Background: an optimization exercise with open tools, aiming at small area, a short achievable clock period and few clock cycles per item. Do not read the settings as production practice.
Only simulation tests tie the RTL to the original design; equivalence was not proved.
Power is estimated from default activity; no workload was simulated.

==> run F <==
Design huf_decode, start of the top module:
module huf_decode (
    input  wire        clk,
    input  wire        rst,
    input  wire        start,
    input  wire [15:0] tree_base,
    input  wire [15:0] tree_len,
    input  wire [15:0] blob_base,
    input  wire [15:0] blob_len,
    input  wire [19:0] start_bit,
    input  wire [15:0] nsym,
    output wire        ready,
    output wire        mem_req,
    output wire [15:0] mem_addr,
    input  wire        mem_gnt,
    input  wire        mem_rvalid,
    input  wire [15:0] mem_rdata,
    output wire        out_valid,
    output wire [7:0]  out_data,
    input  wire        out_ready,
    output wire        done,
    output wire [1:0]  done_err,
    output wire [19:0] done_info
);
export LEC_CHECK = 0
export CAP_MARGIN = 20
export CORE_MARGIN = 2
export CORE_UTILIZATION = 60
export SETUP_SLACK_MARGIN = 2.5
export SLEW_MARGIN = 20
create_clock -name core_clock -period 6.5 [get_ports {clk}]
standard.sh (not shown) runs the stock make flow with config.mk's settings and CLKGATE_MAP_FILE= SYNTH_SCRIPT=/design/flow/synth_recipe.tcl, a recipe that flattens the netlist after the stock synthesis.
==> flow/flow/run.sh <==
#!/bin/bash
# The standard layout (standard.sh), with plain buf_1 cells as the port
# buffers instead of ORFS's default port buffer cell. Every port still gets
# a buffer; everything else is the standard flow. The make output goes to
# flow_standard.log; ORFS keeps each step's log under orfs/logs.
export BUFFER_PORTS_ARGS="-buffer_cell sky130_fd_sc_hd__buf_1"
bash standard.sh > flow_standard.log 2>&1
==> inputs of run B, as changes to run F <==
--- a/flow/design.v
+++ b/flow/design.v
@@ -47,18 +47,14 @@
     reg [1:0]  dcnt;
     reg        rf1p;           
     reg [14:0] bh_r;           
     reg [19:0] p;              
     reg [15:0] rem;            
     reg [15:0] cw, nw;         
     reg        nw_v, blob_pend;
-    reg        bsl;            
-    reg        bwait;          
-    reg        bq;             
-    reg        w1p;            
     reg [15:0] ra0, ra1;       
     reg [2:0]  rf0, rf1;       
     reg [15:0] xreg;           
     reg [2:0]  fl;             
     reg        rc;             
     reg        rb;             
     reg        rcv;            
@@ -100,16 +96,15 @@
     wire        tq0    = (tq == 16'd0);
     wire        rootoob = tq0 & (bp ? (tr < 3'd4) : (tr < 3'd2));    
     wire [19:0] p_inc  = p + 20'd1;
     wire [15:0] dp     = tb_r + {mem_rdata[13:0], 2'b00} + {mem_rdata[14:0], 1'b0};
     wire [18:0] tp     = {1'b0, xreg, 2'b00} + {2'b00, xreg, 1'b0};
     wire        bsel   = st_miss & (iph == 2'd1);
     wire [15:0] bop    = bsel ? tb_r : bb_r;
-    wire        bcin   = ~st_init & ~bsel;      
-    wire [14:0] ba15   = bop[15:1] + (bsel ? req_a[15:1] : p[18:4]) + {14'd0, bcin};
+    wire [14:0] ba15   = bop[15:1] + (bsel ? req_a[15:1] : p[18:4]);
     wire [15:0] ba     = {ba15, bop[0]};
     wire [15:0] ra_s   = bp ? ra1 : ra0;
     wire        xgt    = xreg > tq;
     wire        xeq    = xreg == tq;
     wire        f2c    = xgt | (xeq & (tr < 3'd2));
     wire        f3c    = xgt | (xeq & (tr < 3'd3));
     wire        f4c    = xgt | (xeq & (tr < 3'd4));
@@ -125,37 +120,33 @@
         for (di = 5; di >= 0; di = di - 1) begin
             dt = {dr, dn[di]};
             dq[di] = (dt >= 4'd6);
             dr = (dt >= 4'd6) ? (dt[2:0] - 3'd6) : dt[2:0];
         end
     end
     wire [2:0]  cfl    = rc ? (rb ? rf1 : rf0) : fl;
-    wire ev   = st_run & take & ~pay_pend & (~blob_pend | bwait);
-    wire btake = take & blob_pend & ~bwait & ~pay_pend;
+    wire ev   = st_run & take & ~pay_pend & ~blob_pend;
     wire evF0 = ev & ~rcv & ~bp;      
     wire evF1 = ev & ~rcv &  bp;      
     wire evS0 = ev &  rcv & ~bp;      
     wire evS1 = ev &  rcv &  bp;      
     wire rz   = (mem_rdata == 16'd0);
     wire oslot = ~out_v | out_ready;
-    wire need_w  = ~nw_v & ~blob_pend & (&p[3:2]);
-    wire root_ok = ~oobp & ~rootoob & known1 & ~need_w;
+    wire root_ok = ~oobp & ~rootoob & known1 & (nw_v | blob_pend);
     wire te_F0 = evF0 & (cfl[0] | (rz & cfl[1]));
     wire te_F1 = evF1 & cfl[0];
     wire te_S1 = evS1 & (rz ? cfl[1] : (~oobp & cfl[2]));
     wire te    = te_F0 | te_F1 | te_S1;
     wire f0_int  = evF0 & ~te_F0 & ~rz;
     wire f0_oob  = f0_int & oobp;
     wire f0_go   = f0_int & ~oobp & known1;
     wire f0_miss = f0_int & ~oobp & ~known1;
     wire f0_leaf  = evF0 & ~te_F0 & rz;
-    wire f0_early = f0_leaf & ~bsl & (rem != 16'd1) & root_ok & slot & oslot;
-    wire f0_eblob = f0_leaf & ~bsl & (rem != 16'd1) & ~oobp & ~rootoob & need_w & slot & oslot;
-    wire f0_w1    = f0_leaf & bsl;               
-    wire w1ld     = (f0_w1 | (w1p & st_run)) & slot;
+    wire f0_early = f0_leaf & (rem != 16'd1) & root_ok & slot & oslot;
+    wire f0_eblob = f0_leaf & (rem != 16'd1) & ~oobp & ~rootoob & ~nw_v & ~blob_pend & slot & oslot;
     wire f1_ok    = evF1 & ~te_F1;
     wire f1_keep  = f1_ok & ~cfl[2];          
     wire [15:0] tqm = tq | {1'b0, tq[15:1]} | {2'b0, tq[15:2]} | {3'b0, tq[15:3]}
                     | {4'b0, tq[15:4]} | {5'b0, tq[15:5]} | {6'b0, tq[15:6]} | {7'b0, tq[15:7]}
                     | {8'b0, tq[15:8]} | {9'b0, tq[15:9]} | {10'b0, tq[15:10]} | {11'b0, tq[15:11]}
                     | {12'b0, tq[15:12]} | {13'b0, tq[15:13]} | {14'b0, tq[15:14]} | {15'b0, tq[15]};
     wire pl       = |(mem_rdata & ~tqm);    
@@ -172,21 +163,21 @@
     wire re_ev    = st_re & (iph == 2'd1) & take;
     wire lc_rd  = evS0 | re_ev;
     wire lc_x   = s1_lpay | (st_wout & oslot);
     wire lc     = lc_rd | lc_x;
     wire lc_emit = lc & oslot;
     wire lc_last = lc_emit & (rem == 16'd1);
     wire lc_root = lc_emit & ~lc_last & root_ok;
-    wire lc_blob = lc_emit & ~lc_last & ~oobp & ~rootoob & need_w;
+    wire lc_blob = lc_emit & ~lc_last & ~oobp & ~rootoob & ~nw_v & ~blob_pend;
     wire lc_next = lc_emit & ~lc_last & ~root_ok & ~lc_blob;
     wire lc_wait = lc & ~oslot;
     wire n_oob   = st_next & oobp;
     wire n_roob  = st_next & ~oobp & rootoob;
-    wire n_blob  = st_next & ~oobp & ~rootoob & need_w & slot;
-    wire n_go    = st_next & ~oobp & ~rootoob & ~need_w & known1 & slot;
+    wire n_blob  = st_next & ~oobp & ~rootoob & ~nw_v & ~blob_pend & slot;
+    wire n_go    = st_next & ~oobp & ~rootoob & (nw_v | blob_pend) & known1 & slot;
     wire m_tp    = st_miss & (iph == 2'd0) & known1 & slot;
     wire m_go    = st_miss & (iph == 2'd1);
     wire m_blob  = st_miss & (iph == 2'd0) & ~known1 & ~nw_v & ~blob_pend & slot;
     wire i_ld    = st_info & (iph == 2'd0) & slot;
     wire re_ld   = st_re & (iph == 2'd0) & slot;
     wire init_go = st_init & take & (iph == 2'd2) & ~oobp & ~rootoob & ~lastb & slot;
     wire accept  = st_idle & start;
@@ -195,25 +186,21 @@
     wire rootld  = rootgo | f1_rspec;                   
     wire rootcm  = rootgo | s1_rkeep | (init_go & bp);  
     wire dpgo    = f0_go | f1_spec | (init_go & bp);
     wire blobld  = n_blob | m_blob | f0_eblob | lc_blob;
     wire missgo  = m_go;
     wire consume = f0_go | rootcm | m_go | s1_commit;
     wire err1    = f0_oob | s1_oob | n_oob;
-    wire abandon = te | (f0_int & ~bsl) | f0_oob | lc | s1_oob | s1_miss | s1_lre;
-    wire bkeep   = f0_int & bsl & ~oobp;
-    wire bdrop   = bkeep & bq & ~mem_gnt;
-    wire nsload  = f0_go | f0_early | lc_root | n_go | m_go;
-    wire want_b  = nsload & ~bp1 & ~nw_v & ~blob_pend;
+    wire abandon = te | f0_int | lc | s1_oob | s1_miss | s1_lre;
     wire cancel  = te | f0_oob | f0_miss | s1_oob | s1_miss | lc_wait | lc_next | lc_last | n_oob | n_roob;
     wire go_fin  = err1 | n_roob | lc_last | st_ei;
     wire init_ba = acc & (rk == RK_INIT) & (icnt == 2'd0);
     wire init_tb = acc & (rk == RK_INIT) & (icnt == 2'd1);
     wire init_b2 = acc & (rk == RK_INIT) & (icnt == 2'd2);
-    wire ld_any  = acc_go | rootld | dpgo | blobld | missgo | i_ld | re_ld | w1ld;
+    wire ld_any  = acc_go | rootld | dpgo | blobld | missgo | i_ld | re_ld;
     wire adv_end = (rk == RK_ONE) | ((rk == RK_LVL) & rstep) | ((rk == RK_INIT) & (icnt == 2'd3));
     wire adv_tog = acc & (((rk == RK_LVL) & ~rstep) | ((rk == RK_INIT) & (icnt != 2'd3)));
     wire fl_hold = st_run & rcv & bp;
     wire fl_en   = ~fl_hold | s1_commit;
     assign done = st_fin & oslot;
     always @(posedge clk) begin
         if (rst) begin
@@ -233,18 +220,16 @@
                    | ({16{dpgo}}   & dp)
                    | ({16{blobld | missgo | init_ba | init_b2}} & ba)
                    | ({16{i_ld | init_tb}} & tb_r);
         if (accept)
             fsel <= 1'b0;
         else if (rootld | dpgo | missgo)
             fsel <= bp1;
-        else if (re_ld | w1ld)
+        else if (blobld | re_ld)
             fsel <= 1'b1;
-        else if (blobld)
-            fsel <= 1'b0;
         else if (i_ld)
             fsel <= rb;
         else if (init_ba)
             fsel <= 1'b0;
         else if (init_tb | init_b2)
             fsel <= 1'b1;
         else if (adv_tog)
@@ -253,23 +238,23 @@
             rstep <= 1'b0;
         else if (acc & (rk == RK_LVL))
             rstep <= 1'b1;
         if (accept)
             rk <= RK_INIT;
         else if (rootld | dpgo | missgo)
             rk <= RK_LVL;
-        else if (blobld | i_ld | re_ld | w1ld)
+        else if (blobld | i_ld | re_ld)
             rk <= RK_ONE;
         if (accept)
             icnt <= 2'd0;
         else if (acc & (rk == RK_INIT))
             icnt <= icnt + 2'd1;
     end
     wire [14:0] ra_hi = req_a[15:1] + 15'd1;
-    assign mem_addr = bq ? ba : (fsel ? {ra_hi, req_a[0]} : req_a);
+    assign mem_addr = fsel ? {ra_hi, req_a[0]} : req_a;
     assign mem_req  = req_v;
     always @(posedge clk) begin
         if (rst) begin
             outst <= 4'd0;
             skip  <= 4'd0;
         end else begin
             outst <= outst_n;
@@ -304,15 +289,15 @@
         if (accept | consume | st_ei | st_ei2 | n_roob)
             p <= ({20{accept}} & start_bit)
                | ({20{consume | st_ei2}} & p_inc)
                | ({20{st_ei}} & {1'b0, tp})
                | {18'd0, n_roob & bp, 1'b0};
         if ((st_init & take & (iph == 2'd1)) | (consume & lastb))
             cw <= st_init ? mem_rdata : nw;
-        if ((st_init & take & (iph == 2'd3)) | btake)
+        if ((st_init & take & (iph == 2'd3)) | (take & blob_pend & ~pay_pend))
             nw <= mem_rdata;
         if (ev | st_init | st_info | re_ev)
             ;
         if (f0_int | f1_keep | (st_init & take & (iph == 2'd0 || iph == 2'd2)) | (st_info & take & (iph == 2'd1)) | (lc_wait & lc_rd))
             xreg <= mem_rdata;
         if (fl_en)
             fl <= {f4c, f3c, f2c};
@@ -342,18 +327,14 @@
             nw_v      <= 1'b0;
             blob_pend <= 1'b0;
             spec      <= 1'b0;
             rspec     <= 1'b0;
             pay_pend  <= 1'b0;
             dact      <= 1'b0;
             rf1p      <= 1'b0;
-            bq        <= 1'b0;
-            bsl       <= 1'b0;
-            bwait     <= 1'b0;
-            w1p       <= 1'b0;
             rcv       <= 1'b0;
         end else begin
             if (accept)
                 dact <= 1'b1;
             else if (dcnt == 2'd2)
                 dact <= 1'b0;
             rf1p <= st_init & take & (iph == 2'd2);
@@ -365,35 +346,21 @@
                 pay_pend <= 1'b0;
             else if (f0_early | f0_eblob)
                 pay_pend <= 1'b1;
             else if (take & pay_pend)
                 pay_pend <= 1'b0;
             if (accept | te | err1 | n_roob)
                 blob_pend <= 1'b0;
-            else if (blobld | init_go | want_b)
+            else if (blobld | init_go)
                 blob_pend <= 1'b1;
-            else if (btake | bdrop)
+            else if (take & blob_pend & ~pay_pend)
                 blob_pend <= 1'b0;
-            if (accept | ld_any | cancel | acc)
-                bq <= ~accept & ~ld_any & ~cancel & acc & (rk == RK_LVL) & ~rstep & bsl;
-            if (accept | ld_any)
-                bsl <= ~accept & want_b;
-            else if (evF0 | evF1)
-                bsl <= 1'b0;
-            if (accept | ld_any)
-                bwait <= ~accept & want_b;
-            else if (evF0 | evF1)
-                bwait <= 1'b0;
-            if (accept | w1ld | te | err1)
-                w1p <= 1'b0;
-            else if (f0_w1)
-                w1p <= 1'b1;
             if (accept)
                 nw_v <= 1'b0;
-            else if ((st_init & take & (iph == 2'd3)) | btake)
+            else if ((st_init & take & (iph == 2'd3)) | (take & blob_pend & ~pay_pend))
                 nw_v <= 1'b1;
             else if (consume & lastb)
                 nw_v <= 1'b0;
             if (f1_spec)
                 spec <= 1'b1;
             else if (accept | evS1 | rootgo | dpgo)
                 spec <= 1'b0;
==> flow/config.mk (replaced) <==
export PLATFORM = sky130hd
export DESIGN_NAME = huf_decode
export DESIGN_NICKNAME = huf_decode
export VERILOG_FILES = /design/flow/design.v
export SDC_FILE = /design/flow/constraint.sdc
export NUM_CORES = 4
export LEC_CHECK = 0
export CAP_MARGIN = 20
export CORE_MARGIN = 2
export CORE_UTILIZATION = 40
export SETUP_SLACK_MARGIN = 2.5
export SLEW_MARGIN = 20
==> inputs of run Z, as changes to run F <==
--- a/flow/design.v
+++ b/flow/design.v
@@ -47,18 +47,14 @@
     reg [1:0]  dcnt;
     reg        rf1p;           
     reg [14:0] bh_r;           
     reg [19:0] p;              
     reg [15:0] rem;            
     reg [15:0] cw, nw;         
     reg        nw_v, blob_pend;
-    reg        bsl;            
-    reg        bwait;          
-    reg        bq;             
-    reg        w1p;            
     reg [15:0] ra0, ra1;       
     reg [2:0]  rf0, rf1;       
     reg [15:0] xreg;           
     reg [2:0]  fl;             
     reg        rc;             
     reg        rb;             
     reg        rcv;            
@@ -100,16 +96,15 @@
     wire        tq0    = (tq == 16'd0);
     wire        rootoob = tq0 & (bp ? (tr < 3'd4) : (tr < 3'd2));    
     wire [19:0] p_inc  = p + 20'd1;
     wire [15:0] dp     = tb_r + {mem_rdata[13:0], 2'b00} + {mem_rdata[14:0], 1'b0};
     wire [18:0] tp     = {1'b0, xreg, 2'b00} + {2'b00, xreg, 1'b0};
     wire        bsel   = st_miss & (iph == 2'd1);
     wire [15:0] bop    = bsel ? tb_r : bb_r;
-    wire        bcin   = ~st_init & ~bsel;      
-    wire [14:0] ba15   = bop[15:1] + (bsel ? req_a[15:1] : p[18:4]) + {14'd0, bcin};
+    wire [14:0] ba15   = bop[15:1] + (bsel ? req_a[15:1] : p[18:4]);
     wire [15:0] ba     = {ba15, bop[0]};
     wire [15:0] ra_s   = bp ? ra1 : ra0;
     wire        xgt    = xreg > tq;
     wire        xeq    = xreg == tq;
     wire        f2c    = xgt | (xeq & (tr < 3'd2));
     wire        f3c    = xgt | (xeq & (tr < 3'd3));
     wire        f4c    = xgt | (xeq & (tr < 3'd4));
@@ -125,37 +120,33 @@
         for (di = 5; di >= 0; di = di - 1) begin
             dt = {dr, dn[di]};
             dq[di] = (dt >= 4'd6);
             dr = (dt >= 4'd6) ? (dt[2:0] - 3'd6) : dt[2:0];
         end
     end
     wire [2:0]  cfl    = rc ? (rb ? rf1 : rf0) : fl;
-    wire ev   = st_run & take & ~pay_pend & (~blob_pend | bwait);
-    wire btake = take & blob_pend & ~bwait & ~pay_pend;
+    wire ev   = st_run & take & ~pay_pend & ~blob_pend;
     wire evF0 = ev & ~rcv & ~bp;      
     wire evF1 = ev & ~rcv &  bp;      
     wire evS0 = ev &  rcv & ~bp;      
     wire evS1 = ev &  rcv &  bp;      
     wire rz   = (mem_rdata == 16'd0);
     wire oslot = ~out_v | out_ready;
-    wire need_w  = ~nw_v & ~blob_pend & (&p[3:2]);
-    wire root_ok = ~oobp & ~rootoob & known1 & ~need_w;
+    wire root_ok = ~oobp & ~rootoob & known1 & (nw_v | blob_pend);
     wire te_F0 = evF0 & (cfl[0] | (rz & cfl[1]));
     wire te_F1 = evF1 & cfl[0];
     wire te_S1 = evS1 & (rz ? cfl[1] : (~oobp & cfl[2]));
     wire te    = te_F0 | te_F1 | te_S1;
     wire f0_int  = evF0 & ~te_F0 & ~rz;
     wire f0_oob  = f0_int & oobp;
     wire f0_go   = f0_int & ~oobp & known1;
     wire f0_miss = f0_int & ~oobp & ~known1;
     wire f0_leaf  = evF0 & ~te_F0 & rz;
-    wire f0_early = f0_leaf & ~bsl & (rem != 16'd1) & root_ok & slot & oslot;
-    wire f0_eblob = f0_leaf & ~bsl & (rem != 16'd1) & ~oobp & ~rootoob & need_w & slot & oslot;
-    wire f0_w1    = f0_leaf & bsl;               
-    wire w1ld     = (f0_w1 | (w1p & st_run)) & slot;
+    wire f0_early = f0_leaf & (rem != 16'd1) & root_ok & slot & oslot;
+    wire f0_eblob = f0_leaf & (rem != 16'd1) & ~oobp & ~rootoob & ~nw_v & ~blob_pend & slot & oslot;
     wire f1_ok    = evF1 & ~te_F1;
     wire f1_keep  = f1_ok & ~cfl[2];          
     wire [15:0] tqm = tq | {1'b0, tq[15:1]} | {2'b0, tq[15:2]} | {3'b0, tq[15:3]}
                     | {4'b0, tq[15:4]} | {5'b0, tq[15:5]} | {6'b0, tq[15:6]} | {7'b0, tq[15:7]}
                     | {8'b0, tq[15:8]} | {9'b0, tq[15:9]} | {10'b0, tq[15:10]} | {11'b0, tq[15:11]}
                     | {12'b0, tq[15:12]} | {13'b0, tq[15:13]} | {14'b0, tq[15:14]} | {15'b0, tq[15]};
     wire pl       = |(mem_rdata & ~tqm);    
@@ -172,21 +163,21 @@
     wire re_ev    = st_re & (iph == 2'd1) & take;
     wire lc_rd  = evS0 | re_ev;
     wire lc_x   = s1_lpay | (st_wout & oslot);
     wire lc     = lc_rd | lc_x;
     wire lc_emit = lc & oslot;
     wire lc_last = lc_emit & (rem == 16'd1);
     wire lc_root = lc_emit & ~lc_last & root_ok;
-    wire lc_blob = lc_emit & ~lc_last & ~oobp & ~rootoob & need_w;
+    wire lc_blob = lc_emit & ~lc_last & ~oobp & ~rootoob & ~nw_v & ~blob_pend;
     wire lc_next = lc_emit & ~lc_last & ~root_ok & ~lc_blob;
     wire lc_wait = lc & ~oslot;
     wire n_oob   = st_next & oobp;
     wire n_roob  = st_next & ~oobp & rootoob;
-    wire n_blob  = st_next & ~oobp & ~rootoob & need_w & slot;
-    wire n_go    = st_next & ~oobp & ~rootoob & ~need_w & known1 & slot;
+    wire n_blob  = st_next & ~oobp & ~rootoob & ~nw_v & ~blob_pend & slot;
+    wire n_go    = st_next & ~oobp & ~rootoob & (nw_v | blob_pend) & known1 & slot;
     wire m_tp    = st_miss & (iph == 2'd0) & known1 & slot;
     wire m_go    = st_miss & (iph == 2'd1);
     wire m_blob  = st_miss & (iph == 2'd0) & ~known1 & ~nw_v & ~blob_pend & slot;
     wire i_ld    = st_info & (iph == 2'd0) & slot;
     wire re_ld   = st_re & (iph == 2'd0) & slot;
     wire init_go = st_init & take & (iph == 2'd2) & ~oobp & ~rootoob & ~lastb & slot;
     wire accept  = st_idle & start;
@@ -195,25 +186,21 @@
     wire rootld  = rootgo | f1_rspec;                   
     wire rootcm  = rootgo | s1_rkeep | (init_go & bp);  
     wire dpgo    = f0_go | f1_spec | (init_go & bp);
     wire blobld  = n_blob | m_blob | f0_eblob | lc_blob;
     wire missgo  = m_go;
     wire consume = f0_go | rootcm | m_go | s1_commit;
     wire err1    = f0_oob | s1_oob | n_oob;
-    wire abandon = te | (f0_int & ~bsl) | f0_oob | lc | s1_oob | s1_miss | s1_lre;
-    wire bkeep   = f0_int & bsl & ~oobp;
-    wire bdrop   = bkeep & bq & ~mem_gnt;
-    wire nsload  = f0_go | f0_early | lc_root | n_go | m_go;
-    wire want_b  = nsload & ~bp1 & ~nw_v & ~blob_pend;
+    wire abandon = te | f0_int | lc | s1_oob | s1_miss | s1_lre;
     wire cancel  = te | f0_oob | f0_miss | s1_oob | s1_miss | lc_wait | lc_next | lc_last | n_oob | n_roob;
     wire go_fin  = err1 | n_roob | lc_last | st_ei;
     wire init_ba = acc & (rk == RK_INIT) & (icnt == 2'd0);
     wire init_tb = acc & (rk == RK_INIT) & (icnt == 2'd1);
     wire init_b2 = acc & (rk == RK_INIT) & (icnt == 2'd2);
-    wire ld_any  = acc_go | rootld | dpgo | blobld | missgo | i_ld | re_ld | w1ld;
+    wire ld_any  = acc_go | rootld | dpgo | blobld | missgo | i_ld | re_ld;
     wire adv_end = (rk == RK_ONE) | ((rk == RK_LVL) & rstep) | ((rk == RK_INIT) & (icnt == 2'd3));
     wire adv_tog = acc & (((rk == RK_LVL) & ~rstep) | ((rk == RK_INIT) & (icnt != 2'd3)));
     wire fl_hold = st_run & rcv & bp;
     wire fl_en   = ~fl_hold | s1_commit;
     assign done = st_fin & oslot;
     always @(posedge clk) begin
         if (rst) begin
@@ -233,18 +220,16 @@
                    | ({16{dpgo}}   & dp)
                    | ({16{blobld | missgo | init_ba | init_b2}} & ba)
                    | ({16{i_ld | init_tb}} & tb_r);
         if (accept)
             fsel <= 1'b0;
         else if (rootld | dpgo | missgo)
             fsel <= bp1;
-        else if (re_ld | w1ld)
+        else if (blobld | re_ld)
             fsel <= 1'b1;
-        else if (blobld)
-            fsel <= 1'b0;
         else if (i_ld)
             fsel <= rb;
         else if (init_ba)
             fsel <= 1'b0;
         else if (init_tb | init_b2)
             fsel <= 1'b1;
         else if (adv_tog)
@@ -253,23 +238,23 @@
             rstep <= 1'b0;
         else if (acc & (rk == RK_LVL))
             rstep <= 1'b1;
         if (accept)
             rk <= RK_INIT;
         else if (rootld | dpgo | missgo)
             rk <= RK_LVL;
-        else if (blobld | i_ld | re_ld | w1ld)
+        else if (blobld | i_ld | re_ld)
             rk <= RK_ONE;
         if (accept)
             icnt <= 2'd0;
         else if (acc & (rk == RK_INIT))
             icnt <= icnt + 2'd1;
     end
     wire [14:0] ra_hi = req_a[15:1] + 15'd1;
-    assign mem_addr = bq ? ba : (fsel ? {ra_hi, req_a[0]} : req_a);
+    assign mem_addr = fsel ? {ra_hi, req_a[0]} : req_a;
     assign mem_req  = req_v;
     always @(posedge clk) begin
         if (rst) begin
             outst <= 4'd0;
             skip  <= 4'd0;
         end else begin
             outst <= outst_n;
@@ -304,15 +289,15 @@
         if (accept | consume | st_ei | st_ei2 | n_roob)
             p <= ({20{accept}} & start_bit)
                | ({20{consume | st_ei2}} & p_inc)
                | ({20{st_ei}} & {1'b0, tp})
                | {18'd0, n_roob & bp, 1'b0};
         if ((st_init & take & (iph == 2'd1)) | (consume & lastb))
             cw <= st_init ? mem_rdata : nw;
-        if ((st_init & take & (iph == 2'd3)) | btake)
+        if ((st_init & take & (iph == 2'd3)) | (take & blob_pend & ~pay_pend))
             nw <= mem_rdata;
         if (ev | st_init | st_info | re_ev)
             ;
         if (f0_int | f1_keep | (st_init & take & (iph == 2'd0 || iph == 2'd2)) | (st_info & take & (iph == 2'd1)) | (lc_wait & lc_rd))
             xreg <= mem_rdata;
         if (fl_en)
             fl <= {f4c, f3c, f2c};
@@ -342,18 +327,14 @@
             nw_v      <= 1'b0;
             blob_pend <= 1'b0;
             spec      <= 1'b0;
             rspec     <= 1'b0;
             pay_pend  <= 1'b0;
             dact      <= 1'b0;
             rf1p      <= 1'b0;
-            bq        <= 1'b0;
-            bsl       <= 1'b0;
-            bwait     <= 1'b0;
-            w1p       <= 1'b0;
             rcv       <= 1'b0;
         end else begin
             if (accept)
                 dact <= 1'b1;
             else if (dcnt == 2'd2)
                 dact <= 1'b0;
             rf1p <= st_init & take & (iph == 2'd2);
@@ -365,35 +346,21 @@
                 pay_pend <= 1'b0;
             else if (f0_early | f0_eblob)
                 pay_pend <= 1'b1;
             else if (take & pay_pend)
                 pay_pend <= 1'b0;
             if (accept | te | err1 | n_roob)
                 blob_pend <= 1'b0;
-            else if (blobld | init_go | want_b)
+            else if (blobld | init_go)
                 blob_pend <= 1'b1;
-            else if (btake | bdrop)
+            else if (take & blob_pend & ~pay_pend)
                 blob_pend <= 1'b0;
-            if (accept | ld_any | cancel | acc)
-                bq <= ~accept & ~ld_any & ~cancel & acc & (rk == RK_LVL) & ~rstep & bsl;
-            if (accept | ld_any)
-                bsl <= ~accept & want_b;
-            else if (evF0 | evF1)
-                bsl <= 1'b0;
-            if (accept | ld_any)
-                bwait <= ~accept & want_b;
-            else if (evF0 | evF1)
-                bwait <= 1'b0;
-            if (accept | w1ld | te | err1)
-                w1p <= 1'b0;
-            else if (f0_w1)
-                w1p <= 1'b1;
             if (accept)
                 nw_v <= 1'b0;
-            else if ((st_init & take & (iph == 2'd3)) | btake)
+            else if ((st_init & take & (iph == 2'd3)) | (take & blob_pend & ~pay_pend))
                 nw_v <= 1'b1;
             else if (consume & lastb)
                 nw_v <= 1'b0;
             if (f1_spec)
                 spec <= 1'b1;
             else if (accept | evS1 | rootgo | dpgo)
                 spec <= 1'b0;
--- a/flow/config.mk
+++ b/flow/config.mk
@@ -4,9 +4,10 @@
 export VERILOG_FILES = /design/flow/design.v
 export SDC_FILE = /design/flow/constraint.sdc
 export NUM_CORES = 4
 export LEC_CHECK = 0
 export CAP_MARGIN = 20
 export CORE_MARGIN = 2
 export CORE_UTILIZATION = 60
+export GPL_TIMING_DRIVEN = 1
 export SETUP_SLACK_MARGIN = 2.5
 export SLEW_MARGIN = 20
==> results.txt <==
quantity	run Z	run B	run F
Core footprint	0.02688 mm^2	0.04065 mm^2	0.02771 mm^2
Number of cells upsized or downsized after cts	32	34	72
Worst Max-Slew Pin Slew	1031 ps	1092 ps	1034 ps
Static leakage power	7.108 nW	7.115 nW	7.576 nW
Worst hold margin	480.4 ps	498.6 ps	458.9 ps
Stages on worst setup path	11	13	16
Maximum number of pins on one net before global-route repair	50	65	86
Share of the final layout cell area in sequential cells	38.54%	38.02%	36.63%
Mean number of vias per cell	6.386	5.811	6.433
Clkbuf count	41	39	32
Biggest fanout along the worst timing path	16	7	8
Number of cells traversed by the worst register-to-register path	10	11	12
Net total in the final layout	2078	2086	2201
Routability Congestion	0.9346	0.9657	0.9609
CTS Sinks	253	253	256
Worst Path Arrival	4250 ps	4390 ps	3840 ps
Highest clock rate	250.1 MHz	245.0 MHz	194.5 MHz
Status	timing/DRC/antenna clean	timing/DRC/antenna clean	timing/DRC/antenna clean
Via Count	14062	13964	15202
Routed length on met2	21700 um	23890 um	24920 um
Buffering overhead	5.200%	5.350%	6.977%
Start point of the critical path	mem_rvalid	mem_rdata[2]	iph[0]$_DFFE_PP_
Count of filler cells inserted in the layout	2134	3882	2108
Number of search-and-repair iterations in the first detailed-routing pass	6	6	10
Testbench counts of run F, summed over its fixed seeds: cycles 56,774, items 5,993.
Testbench counts of run B, summed over its fixed seeds: cycles 58,292, items 5,993.
Testbench counts of run Z, summed over its fixed seeds: cycles 58,292, items 5,993.

[what the ideal ports hide]
The results above use ideal ports. As a check the final layouts listed here were re-extracted and re-timed, cells and wires unchanged.
Step 1, drivers: a clkbuf_16 drives clk and a buf_2 each remaining input, both assumed.
Step 2 also shifts input and output timing later by t, the mid clock arrival at the registers, as if the neighbouring blocks saw the same clock.
a / b / c = no drivers / after step 1 / after step 2; a / b = the first two.
run	shift t [ns]	setup WS [ns]	cell pins on the clock port's net
run F	0.618	1.358 / 1.305 / 1.923	1
run B	0.641	2.418 / 2.452 / 1.811	1
run Z	0.608	2.502 / 2.525 / 1.917	1
After both steps setup and hold are still met in every run listed. The setup slack of run B, which loses most, moves by +0.034 ns with the drivers and by -0.607 ns with both steps.
